This is an optimization exercise on Yosys and OpenROAD, whose aim is small area, a short achievable clock period and few clock cycles, not a production implementation. Only simulation tests tie the RTL to the original design; equivalence was not proved. No activity file was given, so power comes from the tool's default toggle rates.

==> job 6605 <==
==> flow/design.v <==
module pbe_core (
    input  wire         clk,
    input  wire         rst_n,
    input  wire         cmd_valid,
    input  wire [31:0]  cmd_word,
    output wire         cmd_ready,
    output reg          done,
    output reg  [2:0]   err,
    input  wire         xw_en,
    input  wire [2:0]   xw_idx,
    input  wire [63:0]  xw_data,
    input  wire [2:0]   b_sel,
    output wire [7:0]   b_len,
    output wire [127:0] b_val,
    input  wire [2:0]   x_sel,
    output wire [63:0]  x_val
);
    localparam [2:0] E_NONE = 3'd0, E_RANGE = 3'd1, E_CAPACITY = 3'd5, E_ILLEGAL = 3'd6;
    localparam [5:0] OP_NOP = 6'h00, OP_CLR = 6'h01, OP_MOV = 6'h02, OP_CAT = 6'h03,
                     OP_SHL = 6'h04, OP_SHR = 6'h05, OP_MASK = 6'h06, OP_PADO = 6'h07,
                     OP_GETLEN = 6'h0A, OP_SHLI = 6'h0C, OP_SHRI = 6'h0D, OP_MASKI = 6'h0E,
                     OP_LDXI = 6'h0F, OP_ENCWN = 6'h10, OP_ENCINT = 6'h18,
                     OP_ENCENUM = 6'h19, OP_ENCCHO = 6'h1A;
    reg [127:0] bval [0:7];
    reg [7:0]   blen [0:7];
    reg [63:0]  xreg [0:7];
    assign cmd_ready = 1'b1;
    function [7:0] onehot(input [2:0] idx);
        onehot = 8'd1 << idx;
    endfunction
    integer     j;
    reg [127:0] rd_bv;
    reg [7:0]   rd_bl;
    reg [63:0]  rd_x;
    wire [7:0]  bsel_oh = onehot(b_sel);
    wire [7:0]  xsel_oh = onehot(x_sel);
    always @(*) begin
        rd_bv = 128'd0; rd_bl = 8'd0; rd_x = 64'd0;
        for (j = 0; j < 8; j = j + 1) begin
            rd_bv = rd_bv | (bval[j] & {128{bsel_oh[j]}});
            rd_bl = rd_bl | (blen[j] & {8{bsel_oh[j]}});
            rd_x  = rd_x  | (xreg[j] & {64{xsel_oh[j]}});
        end
    end
    assign b_len = rd_bl;
    assign b_val = rd_bv;
    assign x_val = rd_x;
    wire [31:0] w  = cmd_word;
    wire [5:0]  op = w[31:26];
    reg legal;
    always @(*) begin
        case (op)
            OP_NOP:     legal = (w & 32'hFFFFFFFF) == 32'h00000000;
            OP_CLR:     legal = (w & 32'hFC7FFFFF) == 32'h04000000;
            OP_MOV:     legal = (w & 32'hFC71FFFF) == 32'h08000000;
            OP_CAT:     legal = (w & 32'hFC703FFF) == 32'h0C000000;
            OP_SHL:     legal = (w & 32'hFC71C7FF) == 32'h10000000;
            OP_SHR:     legal = (w & 32'hFC71C7FF) == 32'h14000000;
            OP_MASK:    legal = (w & 32'hFC71C7FF) == 32'h18000000;
            OP_PADO:    legal = (w & 32'hFC71FFFF) == 32'h1C000000;
            OP_GETLEN:  legal = (w & 32'hFFF1C7FF) == 32'h28000000;
            OP_SHLI:    legal = 1'b1;
            OP_SHRI:    legal = 1'b1;
            OP_MASKI:   legal = 1'b1;
            OP_LDXI:    legal = (w & 32'hFC700000) == 32'h3C000000;
            OP_ENCWN:   legal = (w & 32'hFC7FC01F) == 32'h40000000;
            OP_ENCINT:  legal = (w & 32'hFC7FC00F) == 32'h60000000;
            OP_ENCENUM: legal = (w & 32'hFC7FC00F) == 32'h64000000;
            OP_ENCCHO:  legal = (w & 32'hFC7FC00F) == 32'h68000000;
            default:    legal = 1'b0;
        endcase
    end
    wire is_imm = (op == OP_SHLI) || (op == OP_SHRI) || (op == OP_MASKI);
    localparam C_CLR = 0, C_MOV = 1, C_CAT = 2, C_SHL = 3, C_SHR = 4, C_MASK = 5,
               C_PADO = 6, C_GETLEN = 7, C_LDXI = 8, C_ENC = 9, C_EXT = 10, NCLS = 11;
    wire [NCLS-1:0] cls;
    assign cls[C_CLR]    = legal && op == OP_CLR;
    assign cls[C_MOV]    = legal && op == OP_MOV;
    assign cls[C_CAT]    = legal && op == OP_CAT;
    assign cls[C_SHL]    = legal && (op == OP_SHL || op == OP_SHLI);
    assign cls[C_SHR]    = legal && (op == OP_SHR || op == OP_SHRI);
    assign cls[C_MASK]   = legal && (op == OP_MASK || op == OP_MASKI);
    assign cls[C_PADO]   = legal && op == OP_PADO;
    assign cls[C_GETLEN] = legal && op == OP_GETLEN;
    assign cls[C_LDXI]   = legal && op == OP_LDXI;
    assign cls[C_ENC]    = legal && (op == OP_ENCWN || op == OP_ENCINT ||
                                     op == OP_ENCENUM || op == OP_ENCCHO);
    assign cls[C_EXT]    = legal && op != OP_ENCWN && w[4];
    reg             c_valid;
    reg             c_illegal;
    reg [NCLS-1:0]  c_cls;
    reg             c_imm;
    reg [2:0]       c_bd;
    reg [7:0]       c_a_oh, c_bb_oh, c_xa_oh, c_xb_oh, c_xc_oh, c_r1_oh;
    reg [19:0]      c_imm20;
    always @(posedge clk) begin
        if (!rst_n) c_valid <= 1'b0;
        else        c_valid <= cmd_valid;
        c_illegal <= !legal;
        c_cls     <= cls;
        c_imm     <= is_imm;
        c_bd      <= w[25:23];
        c_a_oh    <= onehot(is_imm ? w[22:20] : w[19:17]);
        c_bb_oh   <= onehot(w[16:14]);
        c_xa_oh   <= onehot(w[13:11]);
        c_xb_oh   <= onehot(w[10:8]);
        c_xc_oh   <= onehot(w[7:5]);
        c_r1_oh   <= onehot(w[25:23]);
        c_imm20   <= w[19:0];
    end
    reg  [7:0]  al, bl;
    reg  [63:0] xa, xb, xc;
    always @(*) begin
        al = 8'd0; bl = 8'd0; xa = 64'd0; xb = 64'd0; xc = 64'd0;
        for (j = 0; j < 8; j = j + 1) begin
            al = al | (blen[j] & {8{c_a_oh[j]}});
            bl = bl | (blen[j] & {8{c_bb_oh[j]}});
            xa = xa | (xreg[j] & {64{c_xa_oh[j]}});
            xb = xb | (xreg[j] & {64{c_xb_oh[j]}});
            xc = xc | (xreg[j] & {64{c_xc_oh[j]}});
        end
    end
    wire        n_big  = c_imm ? (|c_imm20[19:8]) : (|xa[63:8]);    
    wire [7:0]  n8     = c_imm ? c_imm20[7:0] : xa[7:0];
    wire [8:0]  cat_len = {1'b0, al} + {1'b0, bl};
    wire        cat_cap = cat_len > 9'd128;
    wire [8:0]  shr_len = {1'b0, al} + {1'b0, n8};
    wire        shr_cap = n_big || (shr_len > 9'd128);
    wire        n_ge_al = n_big || (n8 >= al);
    wire [7:0]  shl_len = n_ge_al ? 8'd0 : (al - n8);
    wire [7:0]  msk_len = n_ge_al ? al : n8;
    wire [7:0]  pad_len = (al + 8'd7) & 8'hF8;
    wire [64:0] span65  = {xc[63], xc} - {xb[63], xb};      
    wire [64:0] off65   = {xa[63], xa} - {xb[63], xb};      
    wire [64:0] vh65    = {xc[63], xc} - {xa[63], xa};      
    wire        wn_range = span65[64] || off65[64] || vh65[64];
    wire [63:0] span    = span65[63:0];
    reg  [6:0]  wn_w;
    integer     k;
    always @(*) begin
        wn_w = 7'd0;
        for (k = 0; k < 8; k = k + 1)
            if (span[k]) wn_w = k[6:0] + 7'd1;
        for (k = 1; k < 8; k = k + 1)
            if (|span[8*k +: 8]) wn_w = 7'd8 * (k[6:0] + 7'd1);
    end
    wire [7:0]  wn_len = {1'b0, wn_w} + {7'd0, c_cls[C_EXT]};
    wire        bwe    = |{c_cls[C_CLR], c_cls[C_MOV], c_cls[C_CAT], c_cls[C_SHL], c_cls[C_SHR],
                           c_cls[C_MASK], c_cls[C_PADO], c_cls[C_ENC]};
    wire        cap    = (c_cls[C_CAT] && cat_cap) || (c_cls[C_SHR] && shr_cap);
    wire        range  = c_cls[C_ENC] && wn_range;
    wire [2:0]  s2_err = c_illegal ? E_ILLEGAL : cap ? E_CAPACITY : range ? E_RANGE : E_NONE;
    wire [7:0]  s2_len =
        (cap || range) ? 8'd0 :
        ({8{c_cls[C_MOV]}}  & al) |
        ({8{c_cls[C_CAT]}}  & cat_len[7:0]) |
        ({8{c_cls[C_SHL]}}  & shl_len) |
        ({8{c_cls[C_SHR]}}  & shr_len[7:0]) |
        ({8{c_cls[C_MASK]}} & msk_len) |
        ({8{c_cls[C_PADO]}} & pad_len) |
        ({8{c_cls[C_ENC]}}  & wn_len);
    wire [6:0]  s2_rot =
        ({7{c_cls[C_CAT]}} & al[6:0]) |
        ({7{c_cls[C_SHL]}} & (7'd0 - n8[6:0])) |
        ({7{c_cls[C_SHR]}} & n8[6:0]) |
        ({7{c_cls[C_ENC]}} & wn_len[6:0]);
    reg         s3_valid;
    reg         s3_bwe;
    reg [2:0]   s3_bd;
    reg [2:0]   s3_err;
    reg [7:0]   s3_len;
    reg [6:0]   s3_rot;
    reg [7:0]   s3_ba;       
    reg [7:0]   s3_br;       
    reg [63:0]  s3_off;
    wire        acc = c_valid;
    always @(posedge clk) begin
        if (!rst_n) begin
            s3_valid <= 1'b0;
            s3_bwe   <= 1'b0;
            done     <= 1'b0;
            err      <= E_NONE;
        end else begin
            s3_valid <= acc;
            s3_bwe   <= acc && bwe;
            done     <= s3_valid;
            err      <= s3_err;
        end
    end
    always @(posedge clk) begin
        s3_bd   <= c_bd;
        s3_err  <= s2_err;
        s3_len  <= s2_len;
        s3_rot  <= s2_rot;
        s3_ba   <= c_cls[C_CAT] ? c_a_oh : 8'd0;
        s3_br   <= c_cls[C_CAT] ? c_bb_oh : c_cls[C_ENC] ? 8'd0 : c_a_oh;
        s3_off  <= c_cls[C_ENC] ? off65[63:0] : 64'd0;
    end
    reg  [127:0] v_a, v_r;
    always @(*) begin
        v_a = 128'd0; v_r = 128'd0;
        for (j = 0; j < 8; j = j + 1) begin
            v_a = v_a | (bval[j] & {128{s3_ba[j]}});
            v_r = v_r | (bval[j] & {128{s3_br[j]}});
        end
    end
    wire [127:0] r_in = v_r | {64'd0, s3_off};
    wire [255:0] r_dbl = {r_in, r_in} >> s3_rot;
    wire [127:0] r_rot = r_dbl[127:0];
    reg  [127:0] len_mask;
    integer      p;
    always @(*) begin
        for (p = 0; p < 128; p = p + 1)
            len_mask[127 - p] = rst_n && (s3_len > p);
    end
    wire [127:0] r_val = (r_rot | v_a) & len_mask;
    wire [7:0]  len_wd = rst_n ? s2_len : 8'd0;
    wire [7:0]  len_we = {8{acc && bwe}} & onehot(c_bd);
    wire [63:0] x_cmd  = c_cls[C_LDXI] ? {{44{c_imm20[19]}}, c_imm20} : {56'd0, al};
    wire [63:0] x_wd   = !rst_n ? 64'd0 : (acc ? x_cmd : xw_data);
    wire [7:0]  x_we   = acc ? ({8{c_cls[C_LDXI]}} & c_r1_oh) | ({8{c_cls[C_GETLEN]}} & c_xa_oh)
                             : ({8{xw_en && !cmd_valid}} & onehot(xw_idx));
    wire [7:0]  v_we   = {8{s3_bwe}} & onehot(s3_bd);
    integer i;
    always @(posedge clk) begin
        for (i = 0; i < 8; i = i + 1) begin
            if (!rst_n || len_we[i])
                blen[i] <= len_wd;
            if (!rst_n || x_we[i])
                xreg[i] <= x_wd;
            if (!rst_n || v_we[i])
                bval[i] <= r_val;
        end
    end
endmodule
==> flow/flow/run.sh <==
#!/bin/bash
set -euo pipefail
bash standard.sh SETUP_SLACK_MARGIN=7 finish > make_finish.log 2>&1
==> flow/standard.sh <==
#!/bin/bash
# synth_recipe.tcl (not shown) runs the flow's synth.tcl, then flattens the netlist and writes it again
# the make line also repeats each setting of config.mk as NAME=value (left out here)
make -C /OpenROAD-flow-scripts/flow DESIGN_CONFIG=/design/flow/config.mk WORK_HOME=/design/flow/orfs CLKGATE_MAP_FILE= SYNTH_SCRIPT=/design/flow/synth_recipe.tcl "${@:-finish}"
==> flow/config.mk <==
export PLATFORM = sky130hd
export DESIGN_NAME = pbe_core
export DESIGN_NICKNAME = pbe_core
export VERILOG_FILES = /design/flow/design.v
export SDC_FILE = /design/flow/constraint.sdc
export NUM_CORES = 4
export LEC_CHECK = 0
export CAP_MARGIN = 20
export CORE_MARGIN = 2
export CORE_UTILIZATION = 55
export CTS_CLUSTER_DIAMETER = 100
export CTS_CLUSTER_SIZE = 30
export PLACE_DENSITY = 0.7
export SLEW_MARGIN = 20
==> flow/constraint.sdc <==
create_clock -name core_clock -period 14.0 [get_ports {clk}]
set_input_delay 2.8000 -clock core_clock [delete_from_list [all_inputs] [get_ports {clk}]]
set_output_delay 2.8000 -clock core_clock [all_outputs]
set_load 0.01 [all_outputs]
==> inputs of job 1792, as changes to job 6605 <==
CORE_UTILIZATION = 35   (was 55)
CTS_CLUSTER_DIAMETER = default   (was 100)
CTS_CLUSTER_SIZE = default   (was 30)
PLACE_DENSITY = 0.5   (was 0.7)
==> comparison <==
Synthesized cell count is the same in job 1792 and job 6605.
Between job 6605 and job 1792, the lower via count is in job 1792 (gap about 1.4%, measured against job 1792).
Against job 6605, the power of job 1792 is higher by 21%.
In job 1792 the core utilization is lower than in job 6605, by 21 points.
Between job 6605 and job 1792, the lower non-clock buffer count is in job 6605 (gap 53).
Critical path depth is the same in job 1792 and job 6605.
Sequential cell count is the same in job 6605 and job 1792.
Cell count: job 1792 is larger than job 6605 (about 14%).
Testbench counts of job 6605, summed over its fixed seeds: cycles 4,824.
Testbench counts of job 1792, summed over its fixed seeds: cycles 4,824.

## afterwards: timing with drivers on the ports
How much do the figures lean on ideal ports? The routed layouts below were timed once more, with nothing changed but the port constraints.
Step 1, drivers: a clkbuf_16 drives clk and a buf_2 each remaining input, both assumed.
Step 2 times the ports against the registers' clock, not the clock port: input delays grow and output delays shrink by t, the midpoint of the rising clock arrivals with the driver on.
Slacks: ideal / step 1 / step 2; pairs: ideal / step 1.
run	t (ns)	setup slack, ns	worst data-port slew with drivers (ns)
job 6605	0.886	6.668 / 6.537 / 6.537	0.17
job 1792	1.002	6.608 / 6.429 / 6.429	0.18
After both steps every run listed still meets setup and hold. For job 1792, which loses most, drivers alone change the setup slack by -0.179 ns; drivers and shift together by -0.179 ns.
